From an optimization exercise on the open Yosys and OpenROAD flow, aimed at small area and a short achievable clock period; shortcuts taken in it are not production practice.
Power is estimated from default activity; no workload was simulated.

==> module kps_core, before the edit <==
module kps_core #(
    parameter [7:0]  SENTINEL        = 8'hA5,
    parameter [3:0]  P_POS           = 4'b1001,
    parameter [3:0]  P_NEG           = 4'b0110,
    parameter [16:0] INIT_TICKS_FAST = 17'd50,
    parameter [16:0] INIT_TICKS_SLOW = 17'd1000
) (
    input  wire        clk,
    input  wire        rst,           
    input  wire        rx_valid,
    input  wire [39:0] rx_frame,
    output wire        rx_ready,
    input  wire        tick_fast,
    input  wire        tick_slow,
    output wire [3:0]  legs,
    output reg         tx_valid,
    output wire [39:0] tx_frame
);
    localparam [9:0]  DEF_FAST = INIT_TICKS_FAST * 10;
    localparam [13:0] DEF_SLOW = INIT_TICKS_SLOW / 10;
    reg        cmd_ready, rdy;        
    reg        op_set, op_start, op_stop, op_rb;
    reg        chan;
    reg [15:0] val;
    reg [7:0]  flg;
    reg        set_f, set_s;          
    reg [9:0]  per_f;
    reg [13:0] per_s;
    reg [7:0]  flg_f, flg_s;
    reg        run_mode;
    reg [1:0]  phase;
    reg        stop_req;
    reg        pos, neg;              
    reg        arm_f, arm_s;
    reg [9:1]  cnt_f;                 
    reg [3:0]  pre_s;                 
    reg [13:0] cnt_s;                 
    reg [21:0] txd;                   
    assign rx_ready = rdy;
    assign legs     = {pos, neg, neg, pos};
    assign tx_frame = {txd[21:14], 2'b00, txd[13:0], 7'h20, chan, SENTINEL};
    wire [3:0] rx_op = rx_frame[15:12];
    wire       take  = !cmd_ready && rx_valid && rx_frame[7:0] == SENTINEL;
    wire       tk    = take && !rst;
    wire [9:0]  new_f = (val < 16'd10)    ? 10'd10    :
                        (val > 16'd1000)  ? 10'd1000  : val[9:0];
    wire [13:0] new_s = (val == 16'd0)    ? 14'd1     :
                        (val > 16'd10000) ? 14'd10000 : val[13:0];
    wire        we_f  = op_set && !chan;
    wire        we_s  = op_set &&  chan;
    wire [9:0]  nper_f = we_f ? new_f : per_f;
    wire        nset_f = we_f || set_f;
    wire [9:0]  peff_f = set_f  ? per_f  : DEF_FAST;    
    wire [9:0]  ld_f   = nset_f ? nper_f : DEF_FAST;    
    wire [13:0] peff_s = set_s  ? per_s  : DEF_SLOW;
    wire start_ok = op_start && !run_mode;
    wire run1     = run_mode || start_ok;
    wire stop1    = op_stop || (stop_req && !start_ok);
    wire arm_f1   = (arm_f && !we_f) || start_ok;
    wire arm_s1   = (arm_s && !we_s) || start_ok;
    wire [9:0]  base_f = start_ok ? peff_f : {cnt_f, peff_f[0]};
    wire [13:0] base_s = start_ok ? peff_s : cnt_s;
    wire [3:0]  bpre_s = start_ok ? 4'd0   : pre_s;
    wire        lt15   = base_f < 10'd15;
    wire        wrap_s = bpre_s == 4'd9;
    wire        last_s = wrap_s && base_s == 14'd1;
    wire        el_f   = tick_fast && arm_f1 && lt15;
    wire        tk_s   = tick_slow && arm_s1;
    wire        el_s   = tk_s && last_s;
    wire        f_act  = el_f && run1;
    wire        s_act  = el_s && run1;
    wire        sstop  = s_act && stop1;
    wire        rearm  = s_act && !stop1;
    wire [9:0]  dec_f  = base_f - 10'd10;
    wire [9:0]  tck_f  = !arm_f1 ? base_f : lt15 ? peff_f : dec_f;
    reg  [9:0]  n_cnt_f;
    reg  [13:0] n_cnt_s;
    reg  [3:0]  n_pre_s;
    reg  [1:0]  n_phase;
    reg         n_pos, n_neg, n_arm_f;
    always @(*) begin
        if (rearm)          n_cnt_f = ld_f;
        else if (tick_fast) n_cnt_f = tck_f;
        else                n_cnt_f = base_f;
        if (el_s) begin
            n_cnt_s = peff_s;
            n_pre_s = 4'd0;
        end else if (tk_s) begin
            n_cnt_s = wrap_s ? base_s - 14'd1 : base_s;
            n_pre_s = wrap_s ? 4'd0 : bpre_s + 4'd1;
        end else begin
            n_cnt_s = base_s;
            n_pre_s = bpre_s;
        end
        n_phase = start_ok ? 2'd0 : phase;
        n_pos   = pos;
        n_neg   = neg;
        n_arm_f = arm_f1;
        if (f_act) begin
            case (n_phase)
                2'd0: begin n_pos = 1'b1; n_neg = 1'b0; n_phase = 2'd1; end
                2'd1: begin n_pos = 1'b0; n_neg = 1'b1; n_phase = 2'd2; end
                default: begin n_pos = 1'b0; n_neg = 1'b0; n_arm_f = 1'b0; end
            endcase
        end
        if (s_act) begin
            n_phase = 2'd0;
            if (!stop1) n_arm_f = 1'b1;
        end
    end
    always @(posedge clk) begin
        cmd_ready <= tk;
        rdy       <= !tk;
        op_set    <= tk && rx_op == 4'h1;
        op_start  <= tk && rx_op == 4'h2;
        op_stop   <= tk && rx_op == 4'h3;
        op_rb     <= tk && rx_op == 4'h4;
        tx_valid  <= op_rb && !rst;
        if (!cmd_ready) begin
            chan <= rx_frame[8];
            val  <= rx_frame[31:16];
            flg  <= rx_frame[39:32];
        end
        if (we_f) begin
            per_f <= new_f;
            flg_f <= flg;
        end
        if (we_s) begin
            per_s <= new_s;
            flg_s <= flg;
        end
        txd <= chan ? {flg_s & {8{set_s}}, per_s & {14{set_s}}}
                    : {flg_f & {8{set_f}}, 4'd0, per_f & {10{set_f}}};
        cnt_f <= n_cnt_f[9:1];
        cnt_s <= n_cnt_s;
        pre_s <= n_pre_s;
        if (rst) begin
            set_f    <= 1'b0;
            set_s    <= 1'b0;
            run_mode <= 1'b0;
            phase    <= 2'd0;
            stop_req <= 1'b0;
            pos      <= 1'b0;
            neg      <= 1'b0;
            arm_f    <= 1'b0;
            arm_s    <= 1'b0;
        end else begin
            set_f    <= nset_f;
            if (we_s) set_s <= 1'b1;
            run_mode <= run1 && !sstop;
            phase    <= n_phase;
            stop_req <= stop1 && !sstop;
            pos      <= n_pos;
            neg      <= n_neg;
            arm_f    <= n_arm_f;
            arm_s    <= arm_s1 && !sstop;
        end
    end
endmodule
clock: 8.0 ns
lec_check: 0
cap_margin: 20
core_margin: 2
core_utilization: 40
setup_slack_margin: 5
slew_margin: 20
tns_end_percent: 100
run.sh (not shown) runs the stock make flow with config.mk's settings and CLKGATE_MAP_FILE= SYNTH_SCRIPT=/design/flow/synth_recipe.tcl, a recipe that flattens the netlist after the stock synthesis.
Rerun with:
--- a/flow/design.v
+++ b/flow/design.v
@@ -35,10 +35,14 @@
     reg [9:1]  cnt_f;                 
     reg [3:0]  pre_s;                 
     reg [13:0] cnt_s;                 
-    reg [21:0] txd;                   
+    reg        sel_f, sel_s;          
     assign rx_ready = rdy;
     assign legs     = {pos, neg, neg, pos};
-    assign tx_frame = {txd[21:14], 2'b00, txd[13:0], 7'h20, chan, SENTINEL};
+    assign tx_frame = {({8{sel_f}} & flg_f) | ({8{sel_s}} & flg_s),
+                       2'b00,
+                       ({4{sel_s}} & per_s[13:10]),
+                       ({10{sel_f}} & per_f) | ({10{sel_s}} & per_s[9:0]),
+                       7'h20, chan, SENTINEL};
     wire [3:0] rx_op = rx_frame[15:12];
     wire       take  = !cmd_ready && rx_valid && rx_frame[7:0] == SENTINEL;
     wire       tk    = take && !rst;
@@ -117,7 +121,9 @@
         op_rb     <= tk && rx_op == 4'h4;
         tx_valid  <= op_rb && !rst;
         if (!cmd_ready) begin
-            chan <= rx_frame[8];
+            chan  <= rx_frame[8];
+            sel_f <= !rx_frame[8] && set_f;
+            sel_s <=  rx_frame[8] && set_s;
             val  <= rx_frame[31:16];
             flg  <= rx_frame[39:32];
         end
@@ -129,8 +135,6 @@
             per_s <= new_s;
             flg_s <= flg;
         end
-        txd <= chan ? {flg_s & {8{set_s}}, per_s & {14{set_s}}}
-                    : {flg_f & {8{set_f}}, 4'd0, per_f & {10{set_f}}};
         cnt_f <= n_cnt_f[9:1];
         cnt_s <= n_cnt_s;
         pre_s <= n_pre_s;
The changed run produced a clean layout.
Die area falls by 8.8%.
Via count decreases by 9.1%.
Cell area falls by 11%.
Clock-buffer cell count shrinks by 11.
Worst hold slack improves by 0.016 ns.
Routed wire length goes down by 7.4%.
Total power drops by 24%.
Worst setup slack is worse by 0.062 ns.
Sequential power shrinks by 13%.
Utilization fell by 1.4 points.
No run of this note included a check of the RTL's function; only the layout flow was run.

---

== run E ==
The RTL this note starts from:
==> flow/design.v <==
module kps_core #(
    parameter [7:0]  SENTINEL        = 8'hA5,
    parameter [3:0]  P_POS           = 4'b1001,
    parameter [3:0]  P_NEG           = 4'b0110,
    parameter [16:0] INIT_TICKS_FAST = 17'd50,
    parameter [16:0] INIT_TICKS_SLOW = 17'd1000
) (
    input  wire        clk,
    input  wire        rst,           
    input  wire        rx_valid,
    input  wire [39:0] rx_frame,
    output wire        rx_ready,
    input  wire        tick_fast,
    input  wire        tick_slow,
    output wire [3:0]  legs,
    output reg         tx_valid,
    output wire [39:0] tx_frame
);
    localparam [9:0]  DEF_FAST = INIT_TICKS_FAST * 10;
    localparam [13:0] DEF_SLOW = INIT_TICKS_SLOW / 10;
    reg        rdy;                   
    reg        op_start, op_rb_f, op_rb_s;
    reg        sel_f, sel_s, tx_ch;   
    reg        set_f, set_s;          
    reg [9:0]  per_f;
    reg [13:0] per_s;
    reg [7:0]  flg_f, flg_s;
    reg        run_mode;
    reg [1:0]  phase;
    reg        stop_req;
    reg        pos, neg;              
    reg        arm_f, arm_s;
    reg [9:1]  cnt_f;                 
    reg [3:0]  pre_s;                 
    reg [13:0] cnt_s;                 
    assign rx_ready = rdy;
    assign legs     = {pos, neg, neg, pos};
    assign tx_frame = {({8{sel_f}} & flg_f) | ({8{sel_s}} & flg_s),
                       2'b00,
                       ({4{sel_s}} & per_s[13:10]),
                       ({10{sel_f}} & per_f) | ({10{sel_s}} & per_s[9:0]),
                       7'h20, tx_ch, SENTINEL};
    wire [3:0]  rx_op  = rx_frame[15:12];
    wire        rx_ch  = rx_frame[8];
    wire [15:0] rx_val = rx_frame[31:16];
    wire        take   = rdy && rx_valid && rx_frame[7:0] == SENTINEL;
    wire        tk     = take && !rst;
    wire        we_f   = take && rx_op == 4'h1 && !rx_ch;
    wire        we_s   = take && rx_op == 4'h1 &&  rx_ch;
    wire        rx_stp = take && rx_op == 4'h3;
    function gt_const;
        input [15:0] x;
        input [15:0] k;
        integer i;
        reg r;
        begin
            r = 1'b0;
            for (i = 0; i < 16; i = i + 1)
                r = k[i] ? (x[i] & r) : (x[i] | r);
            gt_const = r;
        end
    endfunction
    wire        f_lo = !gt_const(rx_val, 16'd9);
    wire        f_hi = gt_const(rx_val, 16'd1000);
    wire        s_lo = rx_val == 16'd0;
    wire        s_hi = gt_const(rx_val, 16'd10000);
    wire [9:0]  new_f = ({10{!f_lo && !f_hi}} & rx_val[9:0]) |
                        ({10{f_lo}} & 10'd10) | ({10{f_hi}} & 10'd1000);
    wire [13:0] new_s = ({14{!s_lo && !s_hi}} & rx_val[13:0]) |
                        ({14{s_lo}} & 14'd1) | ({14{s_hi}} & 14'd10000);
    wire [9:0]  peff_f = set_f ? per_f : DEF_FAST;
    wire [13:0] peff_s = set_s ? per_s : DEF_SLOW;
    wire start_ok = op_start && !run_mode;
    wire run1     = run_mode || start_ok;
    wire stop1    = stop_req && !start_ok;
    wire arm_f1   = arm_f || start_ok;
    wire arm_s1   = arm_s || start_ok;
    wire [9:0]  base_f = {cnt_f, peff_f[0]};
    wire [13:0] base_s = cnt_s;
    wire [3:0]  bpre_s = pre_s;
    wire        lt15   = base_f < 10'd15;
    wire        wrap_s = bpre_s == 4'd9;
    wire        last_s = wrap_s && base_s == 14'd1;
    wire        el_f   = tick_fast && arm_f1 && lt15;
    wire        tk_s   = tick_slow && arm_s1;
    wire        el_s   = tk_s && last_s;
    wire        f_act  = el_f && run1;
    wire        s_act  = el_s && run1;
    wire        sstop  = s_act && stop1;
    wire        rearm  = s_act && !stop1;
    wire [9:0]  dec_f  = base_f - 10'd10;
    wire [9:0]  tck_f  = !arm_f1 ? base_f : lt15 ? peff_f : dec_f;
    reg  [9:0]  n_cnt_f;
    reg  [13:0] n_cnt_s;
    reg  [3:0]  n_pre_s;
    reg  [1:0]  n_phase;
    reg         n_pos, n_neg, n_arm_f;
    always @(*) begin
        if (s_act || !run1) n_cnt_f = peff_f;
        else if (tick_fast) n_cnt_f = tck_f;
        else                n_cnt_f = base_f;
        if (el_s || !run1) begin
            n_cnt_s = peff_s;
            n_pre_s = 4'd0;
        end else if (tk_s) begin
            n_cnt_s = wrap_s ? base_s - 14'd1 : base_s;
            n_pre_s = wrap_s ? 4'd0 : bpre_s + 4'd1;
        end else begin
            n_cnt_s = base_s;
            n_pre_s = bpre_s;
        end
        n_phase = start_ok ? 2'd0 : phase;
        n_pos   = pos;
        n_neg   = neg;
        n_arm_f = arm_f1;
        if (f_act) begin
            case (n_phase)
                2'd0: begin n_pos = 1'b1; n_neg = 1'b0; n_phase = 2'd1; end
                2'd1: begin n_pos = 1'b0; n_neg = 1'b1; n_phase = 2'd2; end
                default: begin n_pos = 1'b0; n_neg = 1'b0; n_arm_f = 1'b0; end
            endcase
        end
        if (s_act) begin
            n_phase = 2'd0;
            if (!stop1) n_arm_f = 1'b1;
        end
    end
    always @(posedge clk) begin
        rdy       <= !tk;
        op_start  <= tk && rx_op == 4'h2;
        op_rb_f   <= tk && rx_op == 4'h4 && !rx_ch;
        op_rb_s   <= tk && rx_op == 4'h4 &&  rx_ch;
        tx_valid  <= (op_rb_f || op_rb_s) && !rst;
        sel_f     <= op_rb_f && set_f;
        sel_s     <= op_rb_s && set_s;
        tx_ch     <= op_rb_s;
        if (we_f) begin
            per_f <= new_f;
            flg_f <= rx_frame[39:32];
        end
        if (we_s) begin
            per_s <= new_s;
            flg_s <= rx_frame[39:32];
        end
        cnt_f <= n_cnt_f[9:1];
        cnt_s <= n_cnt_s;
        pre_s <= n_pre_s;
        if (rst) begin
            set_f    <= 1'b0;
            set_s    <= 1'b0;
            run_mode <= 1'b0;
            phase    <= 2'd0;
            stop_req <= 1'b0;
            pos      <= 1'b0;
            neg      <= 1'b0;
            arm_f    <= 1'b0;
            arm_s    <= 1'b0;
        end else begin
            if (we_f) set_f <= 1'b1;
            if (we_s) set_s <= 1'b1;
            run_mode <= run1 && !sstop;
            phase    <= n_phase;
            stop_req <= (stop1 && !sstop) || rx_stp;
            pos      <= n_pos;
            neg      <= n_neg;
            arm_f    <= n_arm_f && !we_f;
            arm_s    <= arm_s1 && !sstop && !we_s;
        end
    end
endmodule
==> flow/config.mk <==
export PLATFORM = sky130hd
export DESIGN_NAME = kps_core
export DESIGN_NICKNAME = kps_core
export VERILOG_FILES = /design/flow/design.v
export SDC_FILE = /design/flow/constraint.sdc
export NUM_CORES = 4
export LEC_CHECK = 0
export CAP_MARGIN = 20
export CORE_MARGIN = 2
export CORE_UTILIZATION = 40
export CTS_BUF_LIST = sky130_fd_sc_hd__clkbuf_8
export SETUP_SLACK_MARGIN = 5
export SLEW_MARGIN = 20
export TNS_END_PERCENT = 100
==> flow/constraint.sdc <==
create_clock -name core_clock -period 8.0 [get_ports {clk}]
set_input_delay 1.6000 -clock core_clock [delete_from_list [all_inputs] [get_ports {clk}]]
set_output_delay 1.6000 -clock core_clock [all_outputs]
set_load 0.01 [all_outputs]
standard.sh (not shown) runs the stock make flow with config.mk's settings and CLKGATE_MAP_FILE= SYNTH_SCRIPT=/design/flow/synth_recipe.tcl, a recipe that flattens the netlist after the stock synthesis.
==> flow/flow/run.sh <==
#!/bin/bash
# Standard ORFS layout (the standard.sh) with the standard synthesis; the
# port buffers use buf_1 instead of the delay cell buffer_ports picks by
# default (every port still gets its own buffer).
set -euo pipefail
bash standard.sh synth > synth.log 2>&1
bash standard.sh "BUFFER_PORTS_ARGS=-buffer_cell sky130_fd_sc_hd__buf_1"  finish > finish.log 2>&1
## Diff of input files: run B against run E
diff --git a/flow/design.v b/flow/design.v
--- a/flow/design.v
+++ b/flow/design.v
@@ -27,5 +27,5 @@
     reg [7:0]  flg_f, flg_s;
     reg        run_mode;
-    reg [1:0]  phase;
+    reg        ph_nz;                 
     reg        stop_req;
     reg        pos, neg;              
@@ -69,6 +69,6 @@
     wire [13:0] new_s = ({14{!s_lo && !s_hi}} & rx_val[13:0]) |
                         ({14{s_lo}} & 14'd1) | ({14{s_hi}} & 14'd10000);
-    wire [9:0]  peff_f = set_f ? per_f : DEF_FAST;
-    wire [13:0] peff_s = set_s ? per_s : DEF_SLOW;
+    wire [9:0]  peff_f = per_f;
+    wire [13:0] peff_s = per_s;
     wire start_ok = op_start && !run_mode;
     wire run1     = run_mode || start_ok;
@@ -94,5 +94,5 @@
     reg  [13:0] n_cnt_s;
     reg  [3:0]  n_pre_s;
-    reg  [1:0]  n_phase;
+    reg         n_ph_nz;
     reg         n_pos, n_neg, n_arm_f;
     always @(*) begin
@@ -110,17 +110,19 @@
             n_pre_s = bpre_s;
         end
-        n_phase = start_ok ? 2'd0 : phase;
+        n_ph_nz = ph_nz && !start_ok;
         n_pos   = pos;
         n_neg   = neg;
         n_arm_f = arm_f1;
         if (f_act) begin
-            case (n_phase)
-                2'd0: begin n_pos = 1'b1; n_neg = 1'b0; n_phase = 2'd1; end
-                2'd1: begin n_pos = 1'b0; n_neg = 1'b1; n_phase = 2'd2; end
-                default: begin n_pos = 1'b0; n_neg = 1'b0; n_arm_f = 1'b0; end
-            endcase
+            if (!n_ph_nz) begin         
+                n_pos = 1'b1; n_neg = 1'b0; n_ph_nz = 1'b1;
+            end else if (pos) begin     
+                n_pos = 1'b0; n_neg = 1'b1;
+            end else begin              
+                n_pos = 1'b0; n_neg = 1'b0; n_arm_f = 1'b0;
+            end
         end
         if (s_act) begin
-            n_phase = 2'd0;
+            n_ph_nz = 1'b0;
             if (!stop1) n_arm_f = 1'b1;
         end
@@ -135,12 +137,13 @@
         sel_s     <= op_rb_s && set_s;
         tx_ch     <= op_rb_s;
-        if (we_f) begin
-            per_f <= new_f;
-            flg_f <= rx_frame[39:32];
+        if (rst) begin
+            per_f <= DEF_FAST;
+            per_s <= DEF_SLOW;
+        end else begin
+            if (we_f) per_f <= new_f;
+            if (we_s) per_s <= new_s;
         end
-        if (we_s) begin
-            per_s <= new_s;
-            flg_s <= rx_frame[39:32];
-        end
+        if (we_f) flg_f <= rx_frame[39:32];
+        if (we_s) flg_s <= rx_frame[39:32];
         cnt_f <= n_cnt_f[9:1];
         cnt_s <= n_cnt_s;
@@ -150,5 +153,5 @@
             set_s    <= 1'b0;
             run_mode <= 1'b0;
-            phase    <= 2'd0;
+            ph_nz    <= 1'b0;
             stop_req <= 1'b0;
             pos      <= 1'b0;
@@ -160,5 +163,5 @@
             if (we_s) set_s <= 1'b1;
             run_mode <= run1 && !sstop;
-            phase    <= n_phase;
+            ph_nz    <= n_ph_nz;
             stop_req <= (stop1 && !sstop) || rx_stp;
             pos      <= n_pos;
Notes after the runs:
- Sequential logic power (run B vs. run E) decreases by a few percent
- Run B -> run E: final count of hold timing violations delta 0, exact match
- Compared with run E, in run B final critical-path setup slack moved down; layout multi-input combinational cell count increased 35; fraction of area in registers -5.4 points; wire length shows an increase of about 14%.
- Higher clock group share of total power goes to run B over run E.
- Compared to run E, run B has number of sequential storage elements 1 lower.
- Pin count of the biggest net entering global routing, run B and run E, lower one = run E.
- Run B ended up with a higher global-route usage than run E did.
- Changes observed in run B relative to run E: global-route track usage on met3 moved down; count of routing violations after the opening detailed-route iteration moved up.
- Looking only at synthesized cell count, and setting everything else aside, the lower value of run B and run E goes to run E.
Function was not checked in any run of this note: the RTL went through the layout flow alone.

static timing again, ports no longer ideal:
No port has a modelled driver above. Below, the same layouts with a new extraction and two added sets of constraints. Step 1: set_driving_cell puts a clkbuf_16 on clk and a buf_2 on each other input, an assumption about the parent block. Step 2 also shifts input and output timing later by t, the mid clock arrival at the registers, as if the neighbouring blocks saw the same clock. Three values: no drivers, after step 1, after step 2; two values: the first two.
run	t, ns	setup WS [ns]	worst hold slack (ns)	worst setup path at the end	slew at the worst register clock pin (ns)
the first run of note 1	0.445	4.991 / 4.975 / 4.530	0.435 / 0.435 / 0.435	input to register	0.06 / 0.06
the second run of note 1	0.388	4.928 / 4.889 / 4.645	0.452 / 0.452 / 0.452	input to register	0.07 / 0.07
run E	0.383	5.037 / 5.044 / 4.662	0.384 / 0.384 / 0.384	input to register	0.09 / 0.09
run B	0.392	4.980 / 4.983 / 4.591	0.375 / 0.375 / 0.375	input to register	0.08 / 0.08
After both steps setup and hold are still met in every run listed. For the first run of note 1, which loses most, drivers alone change the setup slack by -0.016 ns; drivers and shift together by -0.461 ns.
